This design comes from an exercise in tuning for small area on the open sky130 flow, not from production work.
No run shown here included a check of the RTL's function; only the layout flow was run.
Power is estimated from default activity; no workload was simulated.

--- flow/run.sh ---
#!/bin/bash
# synth_recipe.tcl (not shown) runs the flow's synth.tcl, then flattens the netlist and writes it again
# the make line also repeats each setting of config.mk as NAME=value (left out here)
make -C /OpenROAD-flow-scripts/flow DESIGN_CONFIG=/design/flow/config.mk WORK_HOME=/design/flow/orfs CLKGATE_MAP_FILE= SYNTH_SCRIPT=/design/flow/synth_recipe.tcl finish
--- flow/design.v ---
module bb_sync (
    input  wire        clk,
    input  wire        rst,           
    input  wire        cmd_valid,
    output wire        cmd_ready,
    input  wire [31:0] cmd_data,
    output wire        kbc_rd,
    output wire        kbc_port,      
    input  wire        kbc_ack,
    input  wire [7:0]  kbc_rdata,
    output wire        rec_valid,
    input  wire        rec_ready,
    output wire [31:0] rec_data
);
    localparam [1:0] S_IDLE = 2'b00;
    localparam [1:0] S_EMIT = 2'b01;
    localparam [1:0] S_POLL = 2'b10;
    localparam [1:0] S_DATA = 2'b11;
    localparam [1:0] R_DISC = 2'b00;
    localparam [1:0] R_KEY  = 2'b01;
    localparam [1:0] R_PKT  = 2'b10;
    localparam [1:0] R_GD   = 2'b11;
    localparam [2:0] G_IDLE     = 3'd0;
    localparam [2:0] G_STROKE_1 = 3'd1;
    localparam [2:0] G_APEX     = 3'd2;
    localparam [2:0] G_STROKE_2 = 3'd3;
    localparam [2:0] G_COMPLETE = 3'd4;
    reg  [1:0]  state;
    reg  [1:0]  sub_r;             
    reg         kbd_pending;       
    reg  [1:0]  mouse_slot;
    reg  [7:0]  mouse_b0;          
    reg  [7:0]  mouse_b1;
    reg  [2:0]  gest_state;
    reg  [14:0] x_sum;             
    reg  [15:0] y_sum;             
    reg  [7:0]  gest_xlen, gest_tol;
    reg         ch;                
    reg         mouse_queued;      
    reg  [3:0]  poll_cnt;
    reg  [2:0]  aux;               
    reg  [1:0]  rtype;
    reg  [7:0]  byte_r;            
    assign cmd_ready = (state == S_IDLE);
    assign kbc_rd    = state[1];
    assign kbc_port  = state[0];
    assign rec_valid = (state == S_EMIT);
    wire key_len2 = aux[0];
    wire [31:0] rec_key  = {8'h81, 6'd0, key_len2, ~byte_r[7],
                            key_len2 ? byte_r : 8'h00, key_len2 ? 8'hE0 : byte_r};
    wire [31:0] rec_pkt  = {8'h82, byte_r, mouse_b1, mouse_b0[7:4], 1'b1, mouse_b0[2:0]};
    wire [31:0] rec_disc = {8'h84, 14'd0, aux == 3'd6, ch, 5'd0, aux};
    assign rec_data = (rtype == R_KEY) ? rec_key :
                      (rtype == R_PKT) ? rec_pkt :
                      (rtype == R_GD)  ? 32'h8300_0000 : rec_disc;
    wire [7:0] opc = cmd_data[31:24];
    wire z23_16 = (cmd_data[23:16] == 8'd0);
    wire z15_8  = (cmd_data[15:8]  == 8'd0);
    wire z7_1   = (cmd_data[7:1]   == 7'd0);
    wire z23_8  = z23_16 && z15_8;
    wire z23_1  = z23_8 && z7_1;
    wire z23_0  = z23_1 && !cmd_data[0];
    wire op_nop        = (opc == 8'h00) && z23_0;
    wire op_sub        = (opc == 8'h01) && z23_1;
    wire op_unsub      = (opc == 8'h02) && z23_1;
    wire op_irq        = (opc == 8'h03) && z23_8;
    wire op_kbd_int    = (opc == 8'h10) && z23_0;
    wire op_kbd_reasm  = (opc == 8'h11) && z23_8;
    wire op_mouse_int  = (opc == 8'h20) && z23_0;
    wire op_mouse_reasm= (opc == 8'h21) && z23_8;
    wire op_gest_step  = (opc == 8'h30) && (cmd_data[5:3] == 3'd0);
    wire op_gest_reset = (opc == 8'h31) && z23_0;
    wire op_gest_cfg   = (opc == 8'h32) && z23_16;
    wire take = cmd_valid && (state == S_IDLE);
    wire [7:0] byte_in = state[1] ? kbc_rdata : cmd_data[7:0];
    wire       from_cmd = !state[1] && cmd_data[28];    
    wire [2:0] g_btn = from_cmd ? cmd_data[2:0]  : mouse_b0[2:0];
    wire [8:0] g_dx  = from_cmd ? cmd_data[14:6] : {mouse_b0[4], mouse_b1};
    wire [8:0] g_dy  = from_cmd ? cmd_data[23:15] : {mouse_b0[5], byte_in};
    wire g_lb = g_btn[0], g_rb = g_btn[1], g_mb = g_btn[2];
    wire left_only  =  g_lb && !g_rb && !g_mb;
    wire right_only = !g_lb &&  g_rb && !g_mb;
    wire released   = !g_lb && !g_rb && !g_mb;
    wire signed [9:0] dx_s  = {g_dx[8], g_dx};
    wire signed [9:0] dy_s  = {g_dy[8], g_dy};
    wire signed [9:0] tol_s = {2'b00, gest_tol};
    wire dx_lo = (dx_s + tol_s) < 0;     
    wire dx_hi = (tol_s - dx_s) < 0;     
    wire dy_lo = (dy_s + tol_s) < 0;     
    wire dy_hi = (tol_s - dy_s) < 0;     
    wire in_s2 = (gest_state == G_STROKE_2);
    wire [15:0] x_add = {1'b0, x_sum} + {{7{g_dx[8]}}, g_dx};
    wire [15:0] y_add = y_sum + {{7{g_dy[8]}}, g_dy};
    wire [14:0] x_cl  = x_add[15] ? 15'd0 : x_add[14:0];                  
    wire [15:0] y_cl  = (y_add[15] ^ in_s2) ? 16'd0 : y_add;   
    wire [16:0] xy    = {2'b00, x_sum} + (in_s2 ? {y_sum[15], y_sum} : ~{y_sum[15], y_sum}) + {16'd0, !in_s2};
    wire steep  = xy[16];
    wire x_long = (x_sum >= {7'd0, gest_xlen});
    reg  [2:0]  g_next;
    reg         g_keep;            
    reg         g_done;
    always @(*) begin
        g_next = gest_state;
        g_keep = 1'b0;
        g_done = 1'b0;
        case (gest_state)
            G_IDLE:
                if (left_only) g_next = G_STROKE_1;
            G_STROKE_1:
                if (left_only) begin
                    if (dx_lo || dy_lo) g_next = G_IDLE;
                    else                g_keep = 1'b1;
                end else if (released && x_long && steep)
                    g_next = G_APEX;
                else
                    g_next = G_IDLE;
            G_APEX:
                if (g_lb || g_mb || dx_lo || dx_hi || dy_lo || dy_hi) g_next = G_IDLE;
                else if (g_rb)                                       g_next = G_STROKE_2;
            G_STROKE_2:
                if (right_only) begin
                    if (dx_lo || dy_hi) g_next = G_IDLE;
                    else                g_keep = 1'b1;
                end else if (released && x_long && steep) begin
                    g_next = G_COMPLETE;
                    g_done = 1'b1;
                end else
                    g_next = G_IDLE;
            default: ;
        endcase
    end
    wire [2:0] verdict = kbc_rdata[7] ? 3'd2 :
                         kbc_rdata[6] ? 3'd3 :
                         (kbc_rdata[5] != ch) ? 3'd4 : 3'd0;
    wire [1:0] fin_state = mouse_queued ? S_POLL : S_IDLE;
    wire legal = op_nop || op_sub || op_unsub || op_irq || op_kbd_int || op_kbd_reasm ||
                 op_mouse_int || op_mouse_reasm || op_gest_step || op_gest_reset || op_gest_cfg;
    reg do_kreasm, do_mreasm, do_gstep;
    always @(*) begin
        do_kreasm = 1'b0;
        do_mreasm = 1'b0;
        do_gstep  = 1'b0;
        if (take) begin
            do_kreasm = op_kbd_reasm;
            do_mreasm = op_mouse_reasm;
            do_gstep  = op_gest_step;
        end else if (state == S_DATA && kbc_ack && aux == 3'd0) begin
            do_kreasm = !ch;
            do_mreasm = ch;
        end
        if (do_mreasm && mouse_slot == 2'd2) do_gstep = 1'b1;
    end
    wire reasm_emit = (do_kreasm && byte_in != 8'hE0) ||
                      (do_mreasm && (mouse_slot == 2'd2 || (mouse_slot == 2'd0 && !byte_in[3]))) ||
                      (do_gstep && !do_mreasm && g_done);
    wire data_done = (state == S_DATA) && kbc_ack;
    wire emit_done = (state == S_EMIT) && rec_ready && !(rtype == R_PKT && aux[0]);
    wire finish    = (data_done && aux == 3'd0 && !reasm_emit) || emit_done;
    always @(posedge clk) begin
        if (take) begin
            mouse_queued <= op_irq && cmd_data[1] && sub_r[1] && cmd_data[0] && sub_r[0];
            ch           <= op_mouse_int || op_mouse_reasm ||
                            (op_irq && !(cmd_data[0] && sub_r[0]));
        end else if (finish && mouse_queued) begin
            mouse_queued <= 1'b0;
            ch           <= 1'b1;
        end
        if (state == S_POLL) begin
            if (kbc_ack) poll_cnt <= poll_cnt + 4'd1;
        end else
            poll_cnt <= 4'd0;
        if (do_gstep) begin
            x_sum <= g_keep ? x_cl : 15'd0;
            y_sum <= g_keep ? y_cl : 16'd0;
        end
        if (do_kreasm && byte_in != 8'hE0) begin
            byte_r <= byte_in;
            rtype  <= R_KEY;
            aux    <= {2'b00, kbd_pending};
        end
        if (do_mreasm) begin
            case (mouse_slot)
                2'd0: if (!byte_in[3]) begin
                          rtype <= R_DISC;
                          aux   <= 3'd5;
                      end else
                          mouse_b0 <= byte_in;
                2'd1: mouse_b1 <= byte_in;
                default: begin
                    byte_r <= byte_in;
                    rtype  <= R_PKT;
                    aux    <= {2'b00, g_done};
                end
            endcase
        end else if (do_gstep && g_done)
            rtype <= R_GD;
        case (state)
            S_POLL:
                if (kbc_ack) begin
                    if (kbc_rdata[0])
                        aux <= verdict;
                    else if (poll_cnt == 4'd9) begin
                        rtype <= R_DISC;
                        aux   <= 3'd1;
                    end
                end
            S_DATA:
                if (kbc_ack && aux != 3'd0)
                    rtype <= R_DISC;
            S_EMIT:
                if (rec_ready && rtype == R_PKT && aux[0])
                    rtype <= R_GD;
            default:
                if (take && !legal) begin
                    rtype <= R_DISC;
                    aux   <= 3'd6;
                end
        endcase
        if (rst) begin
            state       <= S_IDLE;
            sub_r       <= 2'b00;
            kbd_pending <= 1'b0;
            mouse_slot  <= 2'd0;
            gest_state  <= G_IDLE;
            gest_xlen   <= 8'h00;
            gest_tol    <= 8'h00;
        end else begin
            if (do_kreasm)
                kbd_pending <= (byte_in == 8'hE0);
            if (do_mreasm) begin
                case (mouse_slot)
                    2'd0:    if (byte_in[3]) mouse_slot <= 2'd1;
                    2'd1:    mouse_slot <= 2'd2;
                    default: mouse_slot <= 2'd0;
                endcase
            end
            if (do_gstep)
                gest_state <= g_next;
            if (take) begin
                if (op_sub)   sub_r[cmd_data[0]] <= 1'b1;
                if (op_unsub) sub_r[cmd_data[0]] <= 1'b0;
                if (op_gest_reset) gest_state <= G_IDLE;
                if (op_gest_cfg) begin
                    gest_xlen <= cmd_data[7:0];
                    gest_tol  <= cmd_data[15:8];
                end
                if (op_kbd_int || op_mouse_int ||
                    (op_irq && ((cmd_data[0] && sub_r[0]) || (cmd_data[1] && sub_r[1]))))
                    state <= S_POLL;
                else if (reasm_emit || !legal)
                    state <= S_EMIT;
            end
            if (state == S_POLL && kbc_ack) begin
                if (kbc_rdata[0])          state <= S_DATA;
                else if (poll_cnt == 4'd9) state <= S_EMIT;
            end
            if (data_done && (aux != 3'd0 || reasm_emit))
                state <= S_EMIT;
            if (finish)
                state <= fin_state;
        end
    end
endmodule
--- flow/config.mk ---
export PLATFORM = sky130hd
export DESIGN_NAME = bb_sync
export DESIGN_NICKNAME = bb_sync
export VERILOG_FILES = /design/flow/design.v
export SDC_FILE = /design/flow/constraint.sdc
export NUM_CORES = 4
export LEC_CHECK = 0
export CAP_MARGIN = 20
export CORE_MARGIN = 2
export CORE_UTILIZATION = 40
export SLEW_MARGIN = 20
--- flow/constraint.sdc ---
create_clock -name core_clock -period 8.0 [get_ports {clk}]
set_input_delay 1.6000 -clock core_clock [delete_from_list [all_inputs] [get_ports {clk}]]
set_output_delay 1.6000 -clock core_clock [all_outputs]
set_load 0.01 [all_outputs]
==> impl_metrics.ini, run 1 <==
[status]
status = finished clean

[grt]
grt_pass1_vias = 6257
antenna_found_initial = 0
grt_util_all_layers_pct = 21.5
grt.overflow.total = 0
grt_pass1_wl_mm = 33.5
grt_max_degree = 34

[clock_tree]
clockBufferDepth = 2
cts_num_sinks = 91
ctsHoldBuffers = 0
cts_tree = built
cts_made_buffers = 9
cts_resized = 0
cts.clk_slew.worst_paths_ps = 70
cts_root_buf = clkbuf_16
clkLatencyLatePin_ps = 360
cts_setup_buffers = 0
h-tree-depth = 3

[synth]
async_reset_ff_share_pct = 0
synth_edf_count = 48
yosysWarningCount = 1
synthDistinctLibCells = 86
syn-cell-area_um2 = 7530
netlist_instances = 863
synth_top_area_share_pct = 19.1
synth-seq-cells = 91
synth_ff_type = edfxtp_1
synth_area_leaders = edfxtp_1 19%, ha_1 14%, dfxtp_1 11%, a21oi_1 4.2%, nand2_1 4.1%
postSynthAreaPerCell_um2 = 8.73
yosysSeqAreaShare_pct = 30.6
synth_top_cell_by_area = edfxtp_1

[worst_setup_path]
crit_chain = clkdlybuf4s50_1 -> nand2b_2 -> mux2_2 -> ha_1 -> fa_1 -> a21oi_1 -> o21ai_1 -> a2111oi_0 -> nor2_1 -> a21o_1 -> and4_1 -> o31a_1
worst-endpoint-required_ps = 8110
endpoint_kind = flop
crit_path_start_kind = input port
path_class = in2reg
max_stage_delay_ps = 790
critPathSlowestCell = a2111oi_0
critPathMaxFanout = 31
reg2reg_depth = 11
worst_ep_arrival_time_ps = 5730

[layout]
drive_gt1_share_pct = 6.67
fin_area_um2 = 8760
fin_util_pct = 47.1
fill_cells = 1815
diodes = 0
final_cell_mix = 83 x nand2_1, 83 x ha_1, 75 x clkdlybuf4s50_1, 71 x nor2_1, 63 x a21oi_1
final_cells = 1163
area_growth_pct = 16.3
layout.nets = 1054

[sta]
maxSlewViolCount = 0
setup_tns_ps = 0
worst_slack_ps = 2390
fin_skew_ps = 10.1
whs_ps = 454
max_freq_mhz = 178
hold_violations = 0
period_share_pct = 70.2
relSlewSlack_pct = 28.1
tightest_slew_ps = 1080
setup_viol = 0
rsz0062_at_grt = no
fin_crit_ps = 5610

[flow_run]
max-cap-violations = 0

[place]
place_congestion = 0.887
placed_area_um2 = 8460
place_inst = 1147
numPortBuffers = 75
dp_hpwl_mm = 16.8
place_ws_ps = 2040

[floorplan]
initial_core_util_pct = 40.5
die-area_um2 = 19900
die_h_um = 141
fp.coreArea_um2 = 18600
die_w_um = 141
rows = 50
io_pins = 81

[routing]
viasPerCell = 5.62
dr.pass1.iters = 5
drcViolationCount = 0
wl_per_cell_um = 18.1
ant_nets = 0
vias = 6539
first_iter_violations = 433
routed_wl_mm = 21.1

[worst_hold_path]
hp-class = reg2reg
hold_depth = 2

[power_and_ir_drop]
total_power_mw = 1.08
ir_drop_mv = 0.116
p_per_area_nw_per_um2 = 123
p_leak_nw = 3.56
-- state kept, by name (all words and copies together), names as in the netlist, 3 cells and up, named ones only --
name	cells
gest_xlen	8
mouse_b1	8
byte_r	8
aux	3
y_sum	16
gest_state	3
poll_cnt	4
gest_tol	8
x_sum	15
mouse_b0	7
-- critical path, delay by kind of cell --
kind	cells	cell delay [ps]
compound gates	5	1590
simple gates	3	860
fa+ha+maj	2	630
buf+inv	1	610
mux	1	430
-- per-layer routing --
layer  wire [um]  track usage, %  vias to the layer above
met1       10400            31.1                     3116
li1            -               -                     3259
met5           0               0                        -
met2        9530            33.4                      151
met3         991            4.52                       13
met4         197            3.79                        0
-- path summary, 6_finish.rpt --
kind	end	slack, ps	start
setup reg to reg	x_sum[10]$_SDFFCE_PP0N_	3930	state[1]$_SDFF_PP0_
hold reg to reg	gest_xlen[7]$_SDFFE_PP0P_	450	gest_xlen[7]$_SDFFE_PP0P_
setup / recovery	x_sum[10]$_SDFFCE_PP0N_	2390	cmd_data[28]
hold / removal	gest_xlen[7]$_SDFFE_PP0P_	450	gest_xlen[7]$_SDFFE_PP0P_
-- final cells by class --
type,count,area [um^2],share of cell area (%)
multi-input cells,686,4880,55.7
repair buffers,78,773,8.83
clock buffers,9,225,2.57
clock inverters,7,67.6,0.771
inverters,58,218,2.49
well taps,234,293,3.34
flip-flops and latches,91,2300,26.3
-- kinds of logic after synthesis --
kind of cell	share of synthesized area [%]
mux	4.83
other cells	0.0997
compound gates	17.8
flops	30.6
buf+inv	4.88
simple gates	22.7
xor+xnor	4.72
fa+ha+maj	14.3
-- synthesized netlist by cell type (5+ instances only) --
library cell  count
buf_4             7
buf_2             6
inv_1            57
xnor2_1          28
ha_1             83
nand2b_1          9
mux2_1            7
xor2_1           10
clkbuf_1         16
dfxtp_1          43
or2_2             5
mux2_2            8
nand4_1          11
o21ai_0          37
a21o_1           15
a22o_1            8
nor3_1           26
and2_1           24
nand2_1          83
edfxtp_1         48
a31oi_1           5
nor2_1           72
a211oi_1         13
and3_1           10
mux2i_1          18
nor4_1            9
or4_1             8
nand3_1          17
nor2b_1          11
or3_1             8
nor4_2            5
a21oi_1          63
o21a_1            5
-- power breakdown --
| group | internal (mW) | leakage (nW) | total [mW] | switching (mW) |
|---|---|---|---|---|
| clock network | 0.220 | 0.144 | 0.432 | 0.212 |
| logic | 0.0652 | 2.56 | 0.151 | 0.0859 |
| registers | 0.490 | 0.859 | 0.494 | 0.00399 |
| total | 0.775 | 3.56 | 1.08 | 0.302 |
==> run 2, diff against run 1 <==
--- a/flow/config.mk
+++ b/flow/config.mk
@@ -6,4 +6,5 @@
 export NUM_CORES = 4
 export LEC_CHECK = 0
+export ABC_AREA = 1
 export CAP_MARGIN = 20
 export CORE_MARGIN = 2
==> run 2 against run 1 <==
Against the previous run: via count increased by 6.3%; hold slack improved by 8.0 ps; register-to-register slack improved by 100 ps; flip-flop and latch count unchanged; area after synthesis grew 0.17%; total power increased by 0.68%; highest routed layer unchanged; synthesized cell count grew 18%; largest cell class unchanged; still clean on timing, DRC and antenna; critical path type unchanged; first-iteration DRC count fell by 0.23%; count of clock-buffer cells in the layout is the same.
==> impl_metrics.ini, run 2 <==
[synth]
netlist_instances = 1020
synth_top_area_share_pct = 19.1
async_reset_ff_share_pct = 0
yosysWarningCount = 1
synth_area_leaders = edfxtp_1 19%, ha_1 14%, dfxtp_1 11%, nand2_1 9.0%, inv_1 7.6%
synth_edf_count = 48
postSynthAreaPerCell_um2 = 7.40
synth-seq-cells = 91
yosysMostFrequentCell = nand2_1
yosys-top-cells-count = 181 x nand2_1, 152 x inv_1, 89 x a21oi_1
synth_top_cell_by_area = edfxtp_1
yosysSeqAreaShare_pct = 30.5
synth_ff_type = edfxtp_1
syn-cell-area_um2 = 7540
synthDistinctLibCells = 54

[layout]
largest_reg_flops = 16
reg_top3 = y_sum: 16 flops, x_sum: 15 flops
largest_register = y_sum
drive_gt1_share_pct = 5.95
area_growth_pct = 16.2
final_common_cell = nand2_1
fin_util_pct = 47.2
diodes = 0
fin_area_um2 = 8770
layout.nets = 1218
final_cell_mix = 181 x nand2_1, 152 x inv_1, 89 x a21oi_1, 88 x o21ai_0, 83 x ha_1

[routing]
wl_per_cell_um = 15.6
viasPerCell = 5.24
first_iter_violations = 432
ant_nets = 0
drcViolationCount = 0
vias = 6952
dr.pass1.iters = 5
routed_wl_mm = 20.7

[sta]
rsz0062_at_grt = no
setup_viol = 0
fin_skew_ps = 16.1
relSlewSlack_pct = 42.8
hold_violations = 0
maxSlewViolCount = 0
max_freq_mhz = 204
setup_tns_ps = 0
fin_crit_ps = 4900
period_share_pct = 61.2
whs_ps = 462
tightest_slew_ps = 855

[worst_setup_path]
r2r_start = state[1]$_SDFF_PP0_
cp_top_family = compound AO/OA/AOI/OAI gates
reg2reg_depth = 20
max_stage_delay_ps = 550
critPathBufInv = 3
path_class = in2reg
critPathSlowestCell = clkdlybuf4s50_1
worst_ep_arrival_time_ps = 4990
crit_chain = clkdlybuf4s50_1 -> inv_1 -> o21ai_0 -> nand2_1 -> o21ai_0 -> ha_1 -> inv_1 -> fa_1 -> o21ai_0 -> nand3_1 -> o2111ai_1 -> a21oi_1 -> o21bai_1 -> or2_2 -> a21oi_1
reg2reg_to = y_sum[14]$_SDFFCE_PP0N_
crit_path_start_kind = input port
worst-endpoint-required_ps = 8090
rrSetupSlack_ps = 4030
crit_top_cell = o21ai_0
endpoint_kind = flop
critPathMaxFanout = 5

[worst_hold_path]
worstHoldStart = poll_cnt[3]$_SDFFE_PN0P_
hp-class = reg2reg
worstHoldEndpoint = poll_cnt[3]$_SDFFE_PN0P_
hold_depth = 1

[grt]
grt_pass1_vias = 6410
antenna_found_initial = 0
grt_max_degree = 33
grt_util_all_layers_pct = 20.8
grt.overflow.total = 0
grt_pass1_wl_mm = 32.9

[place]
placed_area_um2 = 8480
dp_hpwl_mm = 16.6
numPortBuffers = 75
place_congestion = 0.889

[clock_tree]
clkLatencyLatePin_ps = 360
cts_tree = built
ctsHoldBuffers = 0
cts_root_buf = clkbuf_16
cts_made_buffers = 9
h-tree-depth = 3
cts.clk_slew.worst_paths_ps = 80
clockBufferDepth = 2
cts_num_sinks = 91
cts_setup_buffers = 0
cts_resized = 0

[floorplan]
die_h_um = 141
initial_core_util_pct = 40.6
rows = 50
fp.coreArea_um2 = 18600
die_w_um = 141
io_pins = 81
die-area_um2 = 20000

[status]
status = finished clean

[power_and_ir_drop]
p_per_area_nw_per_um2 = 124
p_leak_nw = 3.98
ir_drop_mv = 0.102

[flow_run]
max-cap-violations = 0
## run 2: worst max-delay path by stage
stage / start / endpoint / slack [ps] / depth (start not counted)
2_1_floorplan: cmd_data[28] / y_sum[4]$_SDFFCE_PP0N_ / 3870 / 23
3_3_place_gp: cmd_data[0] / y_sum[14]$_SDFFCE_PP0N_ / 2910 / 15
3_5_place_dp: cmd_data[0] / y_sum[14]$_SDFFCE_PP0N_ / 2750 / 15
4_1_cts: cmd_data[0] / y_sum[14]$_SDFFCE_PP0N_ / 3120 / 15
5_1_grt: cmd_data[0] / y_sum[14]$_SDFFCE_PP0N_ / 2730 / 15
6_report: cmd_data[0] / y_sum[14]$_SDFFCE_PP0N_ / 3100 / 15
## run 2: through the flow
stage                     total power [mW]  setup slack [ps]  instances
after floorplan                      0.606              3870       1023
final                                 1.08              3100       1327
after global placement               0.667              2910       1311
after CTS                             1.09              3120       1327
after detailed placement             0.668              2750       1311
after global routing                  1.13              2730       1327
## run 2: cell families after synthesis
group	Yosys count	share of synthesized area [%]
other	2	0.0996
AO/OA/AOI/OAI	228	17.1
adder cells (fa/ha/maj)	85	14.3
flip-flops	91	30.5
AND/OR/NAND/NOR	399	24.2
buffers and inverters	180	9.74
XOR/XNOR	35	4.06
## run 2: per-layer routing
layer	part of all wire (%)	global-route usage (%)	routed length, um	vias up
li1	-	-	-	3577
met1	49	30.1	10100	3215
met2	45	32.7	9310	149
met3	5.0	3.98	1030	11
met4	0.91	3.89	187	0
met5	0	0	0	-
## run 2: final cells by class
type / count / area (um^2)
fillers: 1903 / 9810
multi-input cells: 752 / 4520
flip-flops and latches: 91 / 2300
repair buffers: 79 / 781
inverters: 155 / 587
well taps: 234 / 293
clock buffers: 9 / 225
clock inverters: 7 / 60.1
## run 2: worst register-to-register path: stages (launching register included)
cell and delay (ps):
dfxtp_1 840, inv_6 100, nand2_4 300, inv_2 190, o21ai_0 510, inv_1 130
ha_1 300, nand3_1 60, nand2_1 110, nand2_1 60, nand2_1 60, nand2_1 40
nand2_1 110, nand2_1 70, nand2_1 110, nand4_1 110, nand3b_1 120, nand2_1 70
nand2_1 100, nand3_4 230, a21oi_1 200
## run 2: power by group
part	switching, mW	internal, mW
Sequential	0.00297	0.491
Clock	0.209	0.217
Combinational	0.103	0.0610
Total	0.316	0.769

separate check: timing with driven ports:
The results above use ideal ports. As a check the final layouts listed here were re-extracted and re-timed, cells and wires unchanged.
Step 1: set_driving_cell puts a clkbuf_16 on clk and a buf_2 on each other input, an assumption about the parent block.
Step 2 moves the port delays by t, midway between the first and last clock arrival at a register: inputs arrive t later, outputs are due t later. That takes back most of the time a late clock gives input paths.
Slacks: ideal ports / drivers / drivers and shift; pairs: ideal ports / drivers.
run	t (ns)	setup slack, ns	slew at the worst register clock pin (ns)	worst data-port slew with drivers (ns)	cell pins on the clock port's net
run 1	0.398	2.385 / 2.411 / 2.013	0.08 / 0.08	0.05	1
run 2	0.397	3.104 / 3.123 / 2.726	0.08 / 0.08	0.05	1
After both steps setup and hold are still met in every run listed. The setup slack of run 2, which loses most, moves by +0.019 ns with the drivers and by -0.378 ns with both steps.
